What follows belongs to an exercise in optimizing a design on an open flow for small area, a short achievable clock period and few clock cycles per item; a production flow would make more cautious choices. Where RTL was checked, it was by simulation tests only, not by an equivalence proof against the original. No activity file was given, so power comes from the tool's default toggle rates.

Setup of run 1:
Design bcmseq, start of the top module:
module bcmseq #(
    parameter [15:0] BASE_LOOP_TICKS = 16'd8,
    parameter [15:0] CALL_OVERHEAD   = 16'd2,
    parameter [15:0] FIRST_INTERVAL  = 16'd100
) (
    input  wire        clk,
    input  wire        rst,
    input  wire        cmd_valid,
    input  wire [51:0] cmd,
    output reg         cmd_ready,
    output reg         rsp_valid,
    output wire [7:0]  rsp,
    input  wire [1:0]  rot,
    output reg         hm_en,
    output reg         hm_we,
    output reg  [10:0] hm_addr,
    output wire [7:0]  hm_wdata,
    input  wire [7:0]  hm_rdata,
    output reg         sm_en,
    output reg  [10:0] sm_addr,
    input  wire [7:0]  sm_rdata,
    output reg         tmr_load,
    output wire [15:0] tmr_period,
    output reg         tmr_stop,
    input  wire        tmr_expire,
    output reg         p_blank,
    output reg         p_lat,
    output reg         p_clk,
    output reg  [3:0]  p_addr,
    output reg  [5:0]  p_data
);
clock: 6.0 ns
lec_check: 0
abc_area: 1
cap_margin: 20
core_margin: 2
core_utilization: 40
cts_buf_list: sky130_fd_sc_hd__clkbuf_8
cts_cluster_size: 20
setup_slack_margin: 3.8
slew_margin: 20
buffer_ports_args: -buffer_cell sky130_fd_sc_hd__buf_1
standard.sh (not shown) runs the stock make flow with config.mk's settings and CLKGATE_MAP_FILE= SYNTH_SCRIPT=/design/flow/synth_recipe.tcl, a recipe that flattens the netlist after the stock synthesis.
==> flow/flow/run.sh <==
#!/bin/bash
# Standard layout, with the port buffers that buffer_ports inserts made
# sky130_fd_sc_hd__buf_1 (the resizer may still size them up) instead of the
# delay cell it picks by default. Every port still gets its own buffer.
set -euo pipefail
echo 'export BUFFER_PORTS_ARGS = -buffer_cell sky130_fd_sc_hd__buf_1' >> config.mk
bash standard.sh > standard_flow.log 2>&1
Changes in run 2 relative to run 1:
-- flow/design.v --
<<< run 1, line 79
    reg        f0;           
    reg        p0;           
    reg [1:0]  t32;          
    reg [6:2]  tp;           
    wire        accept = cmd_valid & cmd_ready;
    wire [3:0]  op     = cmd[51:48];
>>> run 2, line 79
    reg        f0;           
    reg        p0;           
    reg        ok;           
    reg [1:0]  t32;          
    reg [6:1]  tp;           
    wire        accept = cmd_valid & cmd_ready;
    wire [3:0]  op     = cmd[51:48];
<<< run 1, line 147
        n_busy = n_fill | n_rd | n_cp | n_wr | n_stop;
        if (accept) begin
            n_pa   = op_px & in_range;      
            n_fill = op_begin;
            n_stop = op_stop;
>>> run 2, line 148
        n_busy = n_fill | n_rd | n_cp | n_wr | n_stop;
        if (accept) begin
            n_pa   = op_px;
            n_fill = op_begin;
            n_stop = op_stop;
<<< run 1, line 213
        endcase
    end
    assign tmr_period = {9'd0, tp, sh, 1'b0};
    always @(posedge clk) begin
        ha <= n_ha;
>>> run 2, line 214
        endcase
    end
    assign tmr_period = {9'd0, tp, 1'b0};
    always @(posedge clk) begin
        ha <= n_ha;
<<< run 1, line 226
            bot     <= ry[3];
            k       <= 2'd0;
            is_px   <= op_px;
            is_cp   <= op_copy;
>>> run 2, line 227
            bot     <= ry[3];
            k       <= 2'd0;
            ok      <= ~op_px | in_range;
            is_px   <= op_px;
            is_cp   <= op_copy;
<<< run 1, line 259
            bor       <= n_bor;
            hm_en     <= n_bor | n_fill | n_rd | n_wr;
            hm_we     <= ~n_bor & (n_fill | n_wr);
            cmd_ready <= n_idle & ~n_fz;
            rsp_valid <= (accept & op_stat) | (st_cp & ~is_px & ~is_cp);
>>> run 2, line 261
            bor       <= n_bor;
            hm_en     <= n_bor | n_fill | n_rd | n_wr;
            hm_we     <= ~n_bor & (n_fill | (n_wr & (h_idle | ok)));
            cmd_ready <= n_idle & ~n_fz;
            rsp_valid <= (accept & op_stat) | (st_cp & ~is_px & ~is_cp);
<<< run 1, line 273
        back    <= n_back;
        sm_addr <= {~(back ^ swap), band_hi(row, sa_band), n_c};
        tp      <= n_tp;
        if (!run)
            sh <= 1'b0;
>>> run 2, line 275
        back    <= n_back;
        sm_addr <= {~(back ^ swap), band_hi(row, sa_band), n_c};
        tp      <= {n_tp, active};
        if (!run)
            sh <= 1'b0;
--- outcome ---
The clock-pin slew on the worst setup and hold paths of run 2 and that of run 1 are within noise of each other.
Run 2: sequential cell count is about 1.9% higher than what run 1 reported.
Delta(area occupied by multi-input gates, run 2 - run 1) < 0
Min share of layout cells above drive strength 1 across run 2 and run 1: run 2
Iteration-0 DRC count of the detailed router: higher on run 1
Relative to run 1, area overhead of the layout relative to synthesis has decreased by 0.88 points in run 2.
[compare] base=run 1 new=run 2: non-clock inverter instance count of the final layout now sits higher, final critical path time including I/O delays and setup now sits lower.
Testbench counts of run 2, summed over its fixed seeds: cycles 49,192, ticks 768.
No functional check of the RTL was part of run 1.

========
Setup of main:
Another version of the RTL of bcmseq (not shown whole).
Size: roughly 120 flip-flops, roughly 150 I/O pins, about 5600 µm² of cells after synthesis.
==> flow/config.mk <==
export PLATFORM = sky130hd
export DESIGN_NAME = bcmseq
export DESIGN_NICKNAME = bcmseq
export VERILOG_FILES = /design/flow/design.v
export SDC_FILE = /design/flow/constraint.sdc
export NUM_CORES = 4
export LEC_CHECK = 0
export CAP_MARGIN = 20
export CORE_MARGIN = 2
export CORE_UTILIZATION = 40
export SETUP_SLACK_MARGIN = 3.5
export SLEW_MARGIN = 20
export BUFFER_PORTS_ARGS = -buffer_cell sky130_fd_sc_hd__buf_1
==> flow/constraint.sdc <==
create_clock -name core_clock -period 6.0 [get_ports {clk}]
set_input_delay 1.2000 -clock core_clock [delete_from_list [all_inputs] [get_ports {clk}]]
set_output_delay 1.2000 -clock core_clock [all_outputs]
set_load 0.01 [all_outputs]
Scripts as last shown in full above: flow/flow/run.sh
Input changes introduced in the feature branch (baseline for comparison: main):
-- flow/design.v --
<<< main, line 66
    reg        h_idle;
    reg        st_pa, st_fill, st_rd, st_cp, st_wr, st_stop;
    reg        bot;          
    reg        is_px, is_cp;
    reg [1:0]  k;            
>>> the feature branch, line 66
    reg        h_idle;
    reg        st_pa, st_fill, st_rd, st_cp, st_wr, st_stop;
    reg [4:0]  px_x;         
    reg [3:0]  px_y;         
    reg        is_px, is_cp;
    reg [1:0]  k;            
<<< main, line 82
    reg        ok;           
    reg [1:0]  t32;          
    reg [6:1]  tp;           
    wire        accept = cmd_valid & cmd_ready;
    wire [3:0]  op     = cmd[51:48];
>>> the feature branch, line 83
    reg        ok;           
    reg [1:0]  t32;          
    reg [6:2]  tp;           
    wire        accept = cmd_valid & cmd_ready;
    wire [3:0]  op     = cmd[51:48];
<<< main, line 120
        if (is_px) begin
            case (k)
                2'd0: if (!bot) mg[4:2] = p1;
                      else begin mg[7:5] = p1; mg[1:0] = {b0, g0}; end
                2'd1: if (!bot) begin mg[4:2] = p2; mg[0] = b0; end
                      else begin mg[7:5] = p2; mg[1] = r0; end
                default: if (!bot) begin mg[4:2] = p3; mg[1:0] = {g0, r0}; end
                      else mg[7:5] = p3;
            endcase
>>> the feature branch, line 121
        if (is_px) begin
            case (k)
                2'd0: if (!px_y[3]) mg[4:2] = p1;
                      else begin mg[7:5] = p1; mg[1:0] = {b0, g0}; end
                2'd1: if (!px_y[3]) begin mg[4:2] = p2; mg[0] = b0; end
                      else begin mg[7:5] = p2; mg[1] = r0; end
                default: if (!px_y[3]) begin mg[4:2] = p3; mg[1:0] = {g0, r0}; end
                      else mg[7:5] = p3;
            endcase
<<< main, line 168
        n_ha = ha;
        if (h_idle) begin
            n_ha = {back ^ (op[2] & op[1] & ~op[0]),
                    (op[3] | op[2] | ~op[1]) ? cx[9:0] : {2'b0, ry[2:0], rx}};
        end else if (st_pa) begin
            n_ha[9:5] = band_hi(ha[7:5], 2'd0);
        end else begin
            if ((go_fill & off_last) | ((go_rd | go_wr) & is_cp))
>>> the feature branch, line 169
        n_ha = ha;
        if (h_idle) begin
            n_ha = {back ^ op_copy, cx[9:0]};
        end else if (st_pa) begin
            n_ha[9:0] = {band_hi(px_y[2:0], 2'd0), px_x};
        end else begin
            if ((go_fill & off_last) | ((go_rd | go_wr) & is_cp))
<<< main, line 209
    endfunction
    wire [5:0] sa_keep = {~back, band_hi(row, band_of(plane, ~p0))};
    reg  [5:0] sa_adv;
    always @(posedge clk)
        sa_adv <= {~(back ^ fswap), band_hi(row_a, band_of(plane_a, 1'b0))};
    wire [4:0] c_inc   = c ^ {&c[3:0], &c[2:0], &c[1:0], c[0], 1'b1};
    wire [4:0] n_c     = ~run ? 5'd31 : (p0 ? c_inc : c);
>>> the feature branch, line 209
    endfunction
    wire [5:0] sa_keep = {~back, band_hi(row, band_of(plane, ~p0))};
    wire [5:0] sa_adv  = {~(back ^ fswap), band_hi(row_a, band_of(plane_a, ~p0))};
    wire [4:0] c_inc   = c ^ {&c[3:0], &c[2:0], &c[1:0], c[0], 1'b1};
    wire [4:0] n_c     = ~run ? 5'd31 : (p0 ? c_inc : c);
<<< main, line 225
        endcase
    end
    assign tmr_period = {9'd0, tp, 1'b0};
    always @(posedge clk) begin
        ha <= n_ha;
>>> the feature branch, line 223
        endcase
    end
    assign tmr_period = {9'd0, tp, active, 1'b0};
    always @(posedge clk) begin
        ha <= n_ha;
<<< main, line 236
            g0      <= cc[7];
            b0      <= cc[1];
            bot     <= ry[3];
            k       <= 2'd0;
            ok      <= ~op_px | in_range;
>>> the feature branch, line 234
            g0      <= cc[7];
            b0      <= cc[1];
            px_x    <= rx;
            px_y    <= ry;
            k       <= 2'd0;
            ok      <= ~op_px | in_range;
<<< main, line 286
        back    <= n_back;
        sm_addr <= {adv ? sa_adv : sa_keep, n_c};
        tp      <= {n_tp, active};
        if (!run)
            sh <= 1'b0;
>>> the feature branch, line 285
        back    <= n_back;
        sm_addr <= {adv ? sa_adv : sa_keep, n_c};
        tp      <= n_tp;
        if (!run)
            sh <= 1'b0;
<<< main, line 312
        end else begin
            run   <= n_run;
            sm_en <= 1'b1;           
            fz    <= n_fz;
            if (fill_done)
>>> the feature branch, line 311
        end else begin
            run   <= n_run;
            sm_en <= n_run;
            fz    <= n_fz;
            if (fill_done)
Findings:
Looking at cell class with the largest area share, the multi-input gates result is from main; the flip-flops and latches one comes from the feature branch. In the metrics for main and the feature branch, the one carrying the higher met1 track demand over resource is main. Any difference in clock network fraction of total power between the feature branch and main is small enough to ignore. Sort main and the feature branch by worst setup slack desc -> top: the feature branch. Delta (the feature branch minus main): cell count moved down, final design instance area without fill essentially unchanged, non-clock buffer count in the final layout has decreased, worst relative slew slack lost 5.4 points. Critical-path cell with the highest stage delay = nand2_1: main; critical-path cell with the highest stage delay = dfxtp_1: the feature branch.
Testbench counts of the feature branch, summed over its fixed seeds: cycles 49,192, ticks 768.
Only the layout flow was run in main; the RTL was not checked for function there.

========
bcmseq, a different RTL version from the one above (not shown whole).
Size: ~150 I/O pins, roughly 0.0058 mm^2 of cells after synthesis.
clock: 6.0 ns
lec_check: 0
cap_margin: 20
core_margin: 2
core_utilization: 40
cts_buf_list: sky130_fd_sc_hd__clkbuf_8
cts_cluster_size: 20
setup_slack_margin: 3.5
slew_margin: 20
buffer_ports_args: -buffer_cell sky130_fd_sc_hd__buf_1
Scripts as last shown in full above: flow/flow/run.sh
Rerun with:
--- a/flow/design.v
+++ b/flow/design.v
@@ -60,18 +60,17 @@
     reg        active;
     reg        pending;      
     reg        swapreq;
     reg        back;         
     reg [1:0]  plane;        
     reg [2:0]  row;
     reg        h_idle;
     reg        st_pa, st_fill, st_rd, st_cp, st_wr, st_stop;
-    reg [4:0]  px_x;         
-    reg [3:0]  px_y;         
+    reg        bot;          
     reg        is_px, is_cp;
     reg [1:0]  k;            
     reg [2:0]  p1, p2, p3;   
     reg        r0, g0, b0;   
     reg [7:0]  d;            
     reg [10:0] ha;           
     reg        run;          
     reg        go;           
@@ -115,21 +114,21 @@
                          ~is_px & (&off[3:0]), ~is_px & (&off[2:0]), ~is_px & (&off[1:0]),
                          ~is_px & off[0], ~is_px};
     wire [9:0] off_inc = off ^ cy_off;
     reg [7:0] mg;
     always @(*) begin
         mg = hm_rdata;
         if (is_px) begin
             case (k)
-                2'd0: if (!px_y[3]) mg[4:2] = p1;
+                2'd0: if (!bot) mg[4:2] = p1;
                       else begin mg[7:5] = p1; mg[1:0] = {b0, g0}; end
-                2'd1: if (!px_y[3]) begin mg[4:2] = p2; mg[0] = b0; end
+                2'd1: if (!bot) begin mg[4:2] = p2; mg[0] = b0; end
                       else begin mg[7:5] = p2; mg[1] = r0; end
-                default: if (!px_y[3]) begin mg[4:2] = p3; mg[1:0] = {g0, r0}; end
+                default: if (!bot) begin mg[4:2] = p3; mg[1:0] = {g0, r0}; end
                       else mg[7:5] = p3;
             endcase
         end
     end
     assign hm_wdata = d;
     assign rsp      = d;
     wire go_fill   = st_fill & ~bor;
     wire go_rd     = st_rd & ~bor;
@@ -163,19 +162,20 @@
     wire n_idle = ~accept & ~n_busy;
     wire n_fz   = (run & (c == 5'd30) & p0) | (~run & pending & active) |
                   (fz & ~p_lat & ~((dec | ~run) & ~take));
     wire n_run  = take | (run & ~(wrap & ~go));
     reg [10:0] n_ha;
     always @(*) begin
         n_ha = ha;
         if (h_idle) begin
-            n_ha = {back ^ (op[2] & op[1] & ~op[0]), cx[9:0]};
+            n_ha = {back ^ (op[2] & op[1] & ~op[0]),
+                    (op[3] | op[2] | ~op[1]) ? cx[9:0] : {2'b0, ry[2:0], rx}};
         end else if (st_pa) begin
-            n_ha[9:0] = {band_hi(px_y[2:0], 2'd0), px_x};
+            n_ha[9:5] = band_hi(ha[7:5], 2'd0);
         end else begin
             if ((go_fill & off_last) | ((go_rd | go_wr) & is_cp))
                 n_ha[10] = ~ha[10];
             if (go_fill)
                 n_ha[9:0] = off_last ? 10'd0 : off_inc;
             else if (go_wr)
                 n_ha[9:0] = off_inc;
         end
@@ -230,18 +230,17 @@
         if (h_idle) begin
             d       <= {cc[7:1], cc[0] | (swapreq & op[2])};
             p1      <= {cc[2], cc[8],  cc[13]};
             p2      <= {cc[3], cc[9],  cc[14]};
             p3      <= {cc[4], cc[10], cc[15]};
             r0      <= cc[12];
             g0      <= cc[7];
             b0      <= cc[1];
-            px_x    <= rx;
-            px_y    <= ry;
+            bot     <= ry[3];
             k       <= 2'd0;
             ok      <= ~op_px | in_range;
             is_px   <= op_px;
             is_cp   <= op_copy;
         end else begin
             if (st_cp)
                 d <= mg;
             if (go_wr)
After rerunning:
- flip-flop and latch count shrinks by 8
- die area shrinks by about 3%
- hold slack is worse by 0.022 ns
- clock skew shrinks by 0.0070 ns
- final area shrinks by 2.8%
- wire length grows by about 1.9%
Function was not checked in any run of this note: the RTL went through the layout flow alone.

========
the baseline:
The RTL this note starts from:
==> flow/design.v <==
module bcmseq #(
    parameter [15:0] BASE_LOOP_TICKS = 16'd8,
    parameter [15:0] CALL_OVERHEAD   = 16'd2,
    parameter [15:0] FIRST_INTERVAL  = 16'd100
) (
    input  wire        clk,
    input  wire        rst,
    input  wire        cmd_valid,
    input  wire [51:0] cmd,
    output reg         cmd_ready,
    output reg         rsp_valid,
    output wire [7:0]  rsp,
    input  wire [1:0]  rot,
    output reg         hm_en,
    output reg         hm_we,
    output reg  [10:0] hm_addr,
    output wire [7:0]  hm_wdata,
    input  wire [7:0]  hm_rdata,
    output reg         sm_en,
    output reg  [10:0] sm_addr,
    input  wire [7:0]  sm_rdata,
    output reg         tmr_load,
    output wire [15:0] tmr_period,
    output reg         tmr_stop,
    input  wire        tmr_expire,
    output reg         p_blank,
    output reg         p_lat,
    output reg         p_clk,
    output reg  [3:0]  p_addr,
    output reg  [5:0]  p_data
);
    localparam [3:0] OP_BEGIN    = 4'h1,
                     OP_STOP     = 4'h2,
                     OP_SETPIXEL = 4'h3,
                     OP_SWAPREQ  = 4'h4,
                     OP_RDSTAT   = 4'h5,
                     OP_COPYFWD  = 4'h6,
                     OP_BUFRD    = 4'h7,
                     OP_BUFWR    = 4'h8;
    localparam [15:0] BC2  = BASE_LOOP_TICKS + {CALL_OVERHEAD[14:0], 1'b0};
    localparam [15:0] DUR0 = BC2 - CALL_OVERHEAD;
    localparam [15:0] DUR1 = {BC2[14:0], 1'b0} - CALL_OVERHEAD;
    localparam [15:0] DUR2 = {BC2[13:0], 2'b0} - CALL_OVERHEAD;
    localparam [15:0] DUR3 = {BC2[12:0], 3'b0} - CALL_OVERHEAD;
    function [4:0] band_hi(input [2:0] r, input [1:0] b);
        begin
            case ({r, b})
                5'b000_00: band_hi = 5'd0;   5'b000_01: band_hi = 5'd1;   5'b000_10: band_hi = 5'd2;
                5'b001_00: band_hi = 5'd3;   5'b001_01: band_hi = 5'd4;   5'b001_10: band_hi = 5'd5;
                5'b010_00: band_hi = 5'd6;   5'b010_01: band_hi = 5'd7;   5'b010_10: band_hi = 5'd8;
                5'b011_00: band_hi = 5'd9;   5'b011_01: band_hi = 5'd10;  5'b011_10: band_hi = 5'd11;
                5'b100_00: band_hi = 5'd12;  5'b100_01: band_hi = 5'd13;  5'b100_10: band_hi = 5'd14;
                5'b101_00: band_hi = 5'd15;  5'b101_01: band_hi = 5'd16;  5'b101_10: band_hi = 5'd17;
                5'b110_00: band_hi = 5'd18;  5'b110_01: band_hi = 5'd19;  5'b110_10: band_hi = 5'd20;
                5'b111_00: band_hi = 5'd21;  5'b111_01: band_hi = 5'd22;  5'b111_10: band_hi = 5'd23;
                default:   band_hi = 5'd0;
            endcase
        end
    endfunction
    reg        active;
    reg        pending;      
    reg        swapreq;
    reg        back;         
    reg [1:0]  plane;        
    reg [2:0]  row;
    reg        h_idle;
    reg        st_fill, st_rd, st_cp, st_wr, st_stop;
    reg        is_px, is_cp;
    reg [1:0]  k;            
    reg        bot;
    reg [2:0]  p1, p2, p3;   
    reg        r0, g0, b0;   
    reg [7:0]  d;            
    reg [10:0] ha;           
    reg        run;          
    reg        go;           
    reg        sh;           
    reg        fz;           
    reg        bor;          
    reg        f0;           
    reg        p0;           
    reg        ok;           
    reg [1:0]  t32;          
    reg [6:2]  tp;           
    wire        accept = cmd_valid & cmd_ready;
    wire [3:0]  op     = cmd[51:48];
    wire [15:0] cx     = cmd[47:32];
    wire [15:0] cy     = cmd[31:16];
    wire [15:0] cc     = cmd[15:0];
    wire op_begin = (op == OP_BEGIN);
    wire op_stop  = (op == OP_STOP);
    wire op_px    = (op == OP_SETPIXEL);
    wire op_swap  = (op == OP_SWAPREQ);
    wire op_stat  = (op == OP_RDSTAT);
    wire op_copy  = (op == OP_COPYFWD);
    wire op_bufrd = (op == OP_BUFRD);
    wire op_bufwr = (op == OP_BUFWR);
    wire in_range = rot[0] ? (~|cx[15:4] & ~|cy[15:5])
                           : (~|cx[15:5] & ~|cy[15:4]);
    reg [4:0] rx;
    reg [3:0] ry;
    always @(*) begin
        case (rot)
            2'd0:    begin rx = cx[4:0];  ry = cy[3:0];  end
            2'd1:    begin rx = ~cy[4:0]; ry = cx[3:0];  end
            2'd2:    begin rx = ~cx[4:0]; ry = ~cy[3:0]; end
            default: begin rx = cy[4:0];  ry = ~cx[3:0]; end
        endcase
    end
    wire [4:0] r3 = band_hi(ry[2:0], 2'd0);    
    wire [9:0] off      = ha[9:0];
    wire       off_last = (off == 10'd767);
    wire       cy5 = is_px | (&off[4:0]);
    wire [9:0] cy_off = {cy5 & (&off[8:5]), cy5 & (&off[7:5]), cy5 & (&off[6:5]), cy5 & off[5], cy5,
                         ~is_px & (&off[3:0]), ~is_px & (&off[2:0]), ~is_px & (&off[1:0]),
                         ~is_px & off[0], ~is_px};
    wire [9:0] off_inc = off ^ cy_off;
    reg [7:0] mg;
    always @(*) begin
        mg = hm_rdata;
        if (is_px) begin
            case (k)
                2'd0: if (!bot) mg[4:2] = p1;
                      else begin mg[7:5] = p1; mg[1:0] = {b0, g0}; end
                2'd1: if (!bot) begin mg[4:2] = p2; mg[0] = b0; end
                      else begin mg[7:5] = p2; mg[1] = r0; end
                default: if (!bot) begin mg[4:2] = p3; mg[1:0] = {g0, r0}; end
                      else mg[7:5] = p3;
            endcase
        end
    end
    assign hm_wdata = d;
    assign rsp      = d;
    wire go_fill   = st_fill & ~bor;
    wire go_rd     = st_rd & ~bor;
    wire go_wr     = st_wr & ~bor;
    wire wr_done   = is_cp ? off_last : (~is_px | k[1]);
    wire fill_done = go_fill & off_last & (ha[10] ^ back);
    wire [4:0] c        = sm_addr[4:0];
    wire       c31      = &c;
    wire       dec      = run & c31 & ~p0;                  
    wire       dpos     = run & c31 & p0;                   
    wire       wrap     = run & (c == 5'd1) & ~p0;          
    wire       stop_acc = accept & op_stop;
    wire       take     = (pending | tmr_expire) & active & ~stop_acc & (dec | ~run);
    reg        n_fill, n_rd, n_cp, n_wr, n_stop;
    always @(*) begin
        n_fill = st_fill & ~fill_done;
        n_stop = st_stop & run;
        n_rd   = (st_rd & bor) | (go_wr & ~wr_done);
        n_cp   = go_rd;
        n_wr   = (st_wr & bor) | (st_cp & (is_px | is_cp));
        if (accept) begin
            n_fill = op_begin;
            n_stop = op_stop;
            n_rd   = op_px | op_copy | op_bufrd;
            n_wr   = op_bufwr;
        end
    end
    wire n_idle = ~(n_fill | n_rd | n_cp | n_wr | n_stop);
    wire n_fz   = take | (fz & ~p_lat);
    wire n_run  = take | (run & ~(wrap & ~go));
    reg [10:0] n_ha;
    always @(*) begin
        n_ha = ha;
        if (h_idle) begin
            n_ha = {back ^ op_copy, op_px ? {r3, rx} : cx[9:0]};
        end else begin
            if ((go_fill & off_last) | ((go_rd | go_wr) & is_cp))
                n_ha[10] = ~ha[10];
            if (go_fill)
                n_ha[9:0] = off_last ? 10'd0 : off_inc;
            else if (go_wr)
                n_ha[9:0] = off_inc;
        end
    end
    wire       adv   = dpos & go;
    wire       wrap3 = (plane == 2'd3);
    wire       fswap = wrap3 & (&row) & swapreq;
    wire       swap  = adv & fswap;
    wire [1:0] plane_a = {plane[1] ^ plane[0], ~plane[0]};
    wire [2:0] row_a   = wrap3 ? row ^ {&row[1:0], row[0], 1'b1} : row;
    reg [1:0]  n_plane;
    reg [2:0]  n_row;
    reg        n_back;
    always @(*) begin
        n_plane = adv ? plane_a : plane;
        n_row   = adv ? row_a : row;
        n_back  = back ^ swap;
        if (fill_done) begin
            n_plane = 2'd3;
            n_row   = 3'd7;
            n_back  = 1'b0;
        end
    end
    function [1:0] band_of(input [1:0] pl, input nx_p0);
        case (pl)
            2'd0:    band_of = {1'b0, nx_p0};
            2'd1:    band_of = 2'd0;
            2'd2:    band_of = 2'd1;
            default: band_of = 2'd2;
        endcase
    endfunction
    wire [5:0] sa_keep = {~back, band_hi(row, band_of(plane, ~p0))};
    wire [5:0] sa_adv  = {~(back ^ fswap), band_hi(row_a, band_of(plane_a, ~p0))};
    wire [4:0] c_inc   = c ^ {&c[3:0], &c[2:0], &c[1:0], c[0], 1'b1};
    wire [4:0] n_c     = ~run ? 5'd31 : (p0 ? c_inc : c);
    wire n_bor = run & ~p0 & (plane == 2'd0);
    reg [6:2] n_tp;
    always @(*) begin
        if (!active) n_tp = FIRST_INTERVAL[6:2];
        else case (plane)                   
            2'd1:    n_tp = DUR0[6:2];
            2'd2:    n_tp = DUR1[6:2];
            2'd3:    n_tp = DUR2[6:2];
            default: n_tp = DUR3[6:2];
        endcase
    end
    assign tmr_period = {9'd0, tp, active, 1'b0};
    always @(posedge clk) begin
        ha <= n_ha;
        if (h_idle) begin
            d       <= {cc[7:1], cc[0] | (swapreq & op[2])};
            p1      <= {cc[2], cc[8],  cc[13]};
            p2      <= {cc[3], cc[9],  cc[14]};
            p3      <= {cc[4], cc[10], cc[15]};
            r0      <= cc[12];
            g0      <= cc[7];
            b0      <= cc[1];
            bot     <= ry[3];
            k       <= 2'd0;
            ok      <= ~op_px | in_range;
            is_px   <= op_px;
            is_cp   <= op_copy;
        end else begin
            if (st_cp)
                d <= mg;
            if (go_wr)
                k <= {k[0], ~k[1] & ~k[0]};
        end
        hm_addr <= n_bor ? {~back, band_hi(row, 2'd2), c} : n_ha;
        if (rst) begin
            h_idle    <= 1'b1;
            st_fill   <= 1'b0;
            st_rd     <= 1'b0;
            st_cp     <= 1'b0;
            st_wr     <= 1'b0;
            st_stop   <= 1'b0;
            bor       <= 1'b0;
            hm_en     <= 1'b0;
            hm_we     <= 1'b0;
            cmd_ready <= 1'b1;
            rsp_valid <= 1'b0;
            tmr_stop  <= 1'b0;
        end else begin
            h_idle    <= n_idle;
            st_fill   <= n_fill;
            st_rd     <= n_rd;
            st_cp     <= n_cp;
            st_wr     <= n_wr;
            st_stop   <= n_stop;
            bor       <= n_bor;
            hm_en     <= n_bor | n_fill | n_rd | n_wr;
            hm_we     <= ~n_bor & (n_fill | (n_wr & (h_idle | ok)));
            cmd_ready <= n_idle & ~n_fz;
            rsp_valid <= (accept & op_stat) | (st_cp & ~is_px & ~is_cp);
            tmr_stop  <= st_stop & ~run;
        end
        t32 <= sm_rdata[1:0];
        f0  <= (plane == 2'd0);
        if (!p0)
            p_data <= f0 ? {t32, sm_rdata[1:0], hm_rdata[1:0]} : sm_rdata[7:2];
        p0      <= ~run | ~p0;
        plane   <= n_plane;
        row     <= n_row;
        back    <= n_back;
        sm_addr <= {adv ? sa_adv : sa_keep, n_c};
        tp      <= n_tp;
        if (!run)
            sh <= 1'b0;
        else if (wrap)
            sh <= 1'b1;
        if (take)
            go <= 1'b1;
        else if (dec)
            go <= 1'b0;
        pending <= (pending | tmr_expire) & ~take & ~(accept & op_begin);
        if (swap | fill_done)
            swapreq <= 1'b0;
        else if (accept & op_swap)
            swapreq <= 1'b1;
        if (rst) begin
            run      <= 1'b0;
            sm_en    <= 1'b0;
            fz       <= 1'b0;
            active   <= 1'b0;
            p_blank  <= 1'b1;
            p_lat    <= 1'b0;
            p_clk    <= 1'b0;
            p_addr   <= 4'd0;
            tmr_load <= 1'b0;
        end else begin
            run   <= n_run;
            sm_en <= n_run;
            fz    <= n_fz;
            if (fill_done)
                active <= 1'b1;
            else if (stop_acc)
                active <= 1'b0;
            if (dec | take)
                p_blank <= 1'b1;
            else if (p_lat)
                p_blank <= 1'b0;
            p_lat    <= wrap & go;
            tmr_load <= (wrap & go) | (accept & op_begin);
            p_clk    <= run & sh & p0;
            if (fill_done)
                p_addr <= 4'd0;
            else if (dpos & sh)
                p_addr <= {1'b0, row};
        end
    end
endmodule
==> flow/config.mk <==
export PLATFORM = sky130hd
export DESIGN_NAME = bcmseq
export DESIGN_NICKNAME = bcmseq
export VERILOG_FILES = /design/flow/design.v
export SDC_FILE = /design/flow/constraint.sdc
export NUM_CORES = 4
export LEC_CHECK = 0
export CAP_MARGIN = 20
export CORE_MARGIN = 2
export CORE_UTILIZATION = 40
export SETUP_SLACK_MARGIN = 3.5
export SLEW_MARGIN = 20
export BUFFER_PORTS_ARGS = -buffer_cell sky130_fd_sc_hd__buf_1
==> flow/constraint.sdc <==
create_clock -name core_clock -period 6.0 [get_ports {clk}]
set_input_delay 1.2000 -clock core_clock [delete_from_list [all_inputs] [get_ports {clk}]]
set_output_delay 1.2000 -clock core_clock [all_outputs]
set_load 0.01 [all_outputs]
Scripts as last shown in full above: flow/flow/run.sh
The baseline was carried through to the last stage, and its layout satisfied the timing, DRC and antenna checks.
## Diff of input files: the candidate against the baseline
-- flow/design.v --
<<< the baseline, line 65
    reg [2:0]  row;
    reg        h_idle;
    reg        st_fill, st_rd, st_cp, st_wr, st_stop;
    reg        is_px, is_cp;
    reg [1:0]  k;            
    reg        bot;
    reg [2:0]  p1, p2, p3;   
    reg        r0, g0, b0;   
>>> the candidate, line 65
    reg [2:0]  row;
    reg        h_idle;
    reg        st_pa, st_fill, st_rd, st_cp, st_wr, st_stop;
    reg        bot;          
    reg        is_px, is_cp;
    reg [1:0]  k;            
    reg [2:0]  p1, p2, p3;   
    reg        r0, g0, b0;   
<<< the baseline, line 82
    reg        ok;           
    reg [1:0]  t32;          
    reg [6:2]  tp;           
    wire        accept = cmd_valid & cmd_ready;
    wire [3:0]  op     = cmd[51:48];
>>> the candidate, line 82
    reg        ok;           
    reg [1:0]  t32;          
    reg [6:1]  tp;           
    wire        accept = cmd_valid & cmd_ready;
    wire [3:0]  op     = cmd[51:48];
<<< the baseline, line 108
        endcase
    end
    wire [4:0] r3 = band_hi(ry[2:0], 2'd0);    
    wire [9:0] off      = ha[9:0];
    wire       off_last = (off == 10'd767);
>>> the candidate, line 108
        endcase
    end
    wire [9:0] off      = ha[9:0];
    wire       off_last = (off == 10'd767);
<<< the baseline, line 143
    wire       wrap     = run & (c == 5'd1) & ~p0;          
    wire       stop_acc = accept & op_stop;
    wire       take     = (pending | tmr_expire) & active & ~stop_acc & (dec | ~run);
    reg        n_fill, n_rd, n_cp, n_wr, n_stop;
    always @(*) begin
        n_fill = st_fill & ~fill_done;
        n_stop = st_stop & run;
        n_rd   = (st_rd & bor) | (go_wr & ~wr_done);
        n_cp   = go_rd;
        n_wr   = (st_wr & bor) | (st_cp & (is_px | is_cp));
        if (accept) begin
            n_fill = op_begin;
            n_stop = op_stop;
            n_rd   = op_px | op_copy | op_bufrd;
            n_wr   = op_bufwr;
        end
    end
    wire n_idle = ~(n_fill | n_rd | n_cp | n_wr | n_stop);
    wire n_fz   = take | (fz & ~p_lat);
    wire n_run  = take | (run & ~(wrap & ~go));
    reg [10:0] n_ha;
>>> the candidate, line 142
    wire       wrap     = run & (c == 5'd1) & ~p0;          
    wire       stop_acc = accept & op_stop;
    wire       take     = pending & active & (dec | (~run & ~cmd_ready));
    reg        n_pa, n_fill, n_rd, n_cp, n_wr, n_stop, n_busy;
    always @(*) begin
        n_pa   = 1'b0;
        n_fill = st_fill & ~fill_done;
        n_stop = st_stop & run;
        n_rd   = (st_rd & bor) | (go_wr & ~wr_done) | st_pa;
        n_cp   = go_rd;
        n_wr   = (st_wr & bor) | (st_cp & (is_px | is_cp));
        n_busy = n_fill | n_rd | n_cp | n_wr | n_stop;
        if (accept) begin
            n_pa   = op_px;
            n_fill = op_begin;
            n_stop = op_stop;
            n_rd   = op_copy | op_bufrd;
            n_wr   = op_bufwr;
        end
    end
    wire n_idle = ~accept & ~n_busy;
    wire n_fz   = (run & (c == 5'd30) & p0) | (~run & pending & active) |
                  (fz & ~p_lat & ~((dec | ~run) & ~take));
    wire n_run  = take | (run & ~(wrap & ~go));
    reg [10:0] n_ha;
<<< the baseline, line 165
        n_ha = ha;
        if (h_idle) begin
            n_ha = {back ^ op_copy, op_px ? {r3, rx} : cx[9:0]};
        end else begin
            if ((go_fill & off_last) | ((go_rd | go_wr) & is_cp))
>>> the candidate, line 168
        n_ha = ha;
        if (h_idle) begin
            n_ha = {back ^ op_copy, op_px ? {2'b0, ry[2:0], rx} : cx[9:0]};
        end else if (st_pa) begin
            n_ha[9:5] = band_hi(ha[7:5], 2'd0);
        end else begin
            if ((go_fill & off_last) | ((go_rd | go_wr) & is_cp))
<<< the baseline, line 217
        endcase
    end
    assign tmr_period = {9'd0, tp, active, 1'b0};
    always @(posedge clk) begin
        ha <= n_ha;
>>> the candidate, line 222
        endcase
    end
    assign tmr_period = {9'd0, tp, 1'b0};
    always @(posedge clk) begin
        ha <= n_ha;
<<< the baseline, line 242
        if (rst) begin
            h_idle    <= 1'b1;
            st_fill   <= 1'b0;
            st_rd     <= 1'b0;
>>> the candidate, line 247
        if (rst) begin
            h_idle    <= 1'b1;
            st_pa     <= 1'b0;
            st_fill   <= 1'b0;
            st_rd     <= 1'b0;
<<< the baseline, line 255
        end else begin
            h_idle    <= n_idle;
            st_fill   <= n_fill;
            st_rd     <= n_rd;
>>> the candidate, line 261
        end else begin
            h_idle    <= n_idle;
            st_pa     <= n_pa;
            st_fill   <= n_fill;
            st_rd     <= n_rd;
<<< the baseline, line 276
        back    <= n_back;
        sm_addr <= {adv ? sa_adv : sa_keep, n_c};
        tp      <= n_tp;
        if (!run)
            sh <= 1'b0;
>>> the candidate, line 283
        back    <= n_back;
        sm_addr <= {adv ? sa_adv : sa_keep, n_c};
        tp      <= {n_tp, active};
        if (!run)
            sh <= 1'b0;
<<< the baseline, line 302
        end else begin
            run   <= n_run;
            sm_en <= n_run;
            fz    <= n_fz;
            if (fill_done)
>>> the candidate, line 309
        end else begin
            run   <= n_run;
            sm_en <= 1'b1;           
            fz    <= n_fz;
            if (fill_done)
==> comparison <==
In the candidate, the detailed-router iteration count before antenna repair came out 1 below the value in the baseline. In the candidate, critical path depth is lower than in the baseline. The candidate against the baseline: count of inverters other than clock inverters in the layout went up about 13%; clock network fraction of total power picked up an extra 3.4 points; setup slack of the worst register-to-register path fell 0.10 ns. When the candidate is set beside the baseline, its number of clock-tree buffers in the layout turns out to be 1 larger. Diff the baseline -> the candidate: vias after detailed routing moved up, final setup slack of the worst path moved up, utilization moved down, share of the final layout cell area in sequential cells moved up, final cell count moved up. Between the baseline and the candidate, register area increased.
Testbench counts of the candidate, summed over its fixed seeds: cycles 49,192, ticks 768.
No functional check of the RTL was part of the baseline.

-- static timing again, ports no longer ideal --
Ports are ideal in the flow. The routed layouts listed here were re-timed in OpenROAD.
Step 1 (the two cells are an assumption about what drives the block):
set clk [get_ports {clk}]
set_driving_cell -lib_cell sky130_fd_sc_hd__clkbuf_16 $clk
set_driving_cell -lib_cell sky130_fd_sc_hd__buf_2 [delete_from_list [all_inputs] $clk]
Step 2 also shifts input and output timing later by t, the mid clock arrival at the registers, as if the neighbouring blocks saw the same clock.
Three values: ideal, step 1, step 2; two values: the first two.
| run | shift t [ns] | setup WS [ns] | latest minus earliest clock arrival (ns) | worst register clock-pin slew, ns |
|---|---|---|---|---|
| run 1 | 0.422 | 3.825 / 3.788 / 3.490 | 0.018 / 0.018 | 0.11 / 0.11 |
| run 2 | 0.414 | 3.851 / 3.817 / 3.495 | 0.016 / 0.017 | 0.11 / 0.11 |
| main | 0.450 | 3.549 / 3.568 / 3.118 | 0.014 / 0.013 | 0.06 / 0.06 |
| the feature branch | 0.456 | 3.656 / 3.610 / 3.444 | 0.014 / 0.014 | 0.06 / 0.06 |
| the first run of note 3 | 0.461 | 3.626 / 3.629 / 3.168 | 0.023 / 0.023 | 0.08 / 0.08 |
| the second run of note 3 | 0.461 | 3.624 / 3.637 / 3.176 | 0.012 / 0.013 | 0.07 / 0.07 |
| the baseline | 0.392 | 3.502 / 3.476 / 3.084 | 0.008 / 0.008 | 0.07 / 0.07 |
| the candidate | 0.388 | 3.668 / 3.682 / 3.294 | 0.011 / 0.010 | 0.07 / 0.07 |
After both steps every run listed still meets setup and hold. For the first run of note 3, which loses most, drivers alone change the setup slack by +0.003 ns; drivers and shift together by -0.458 ns.
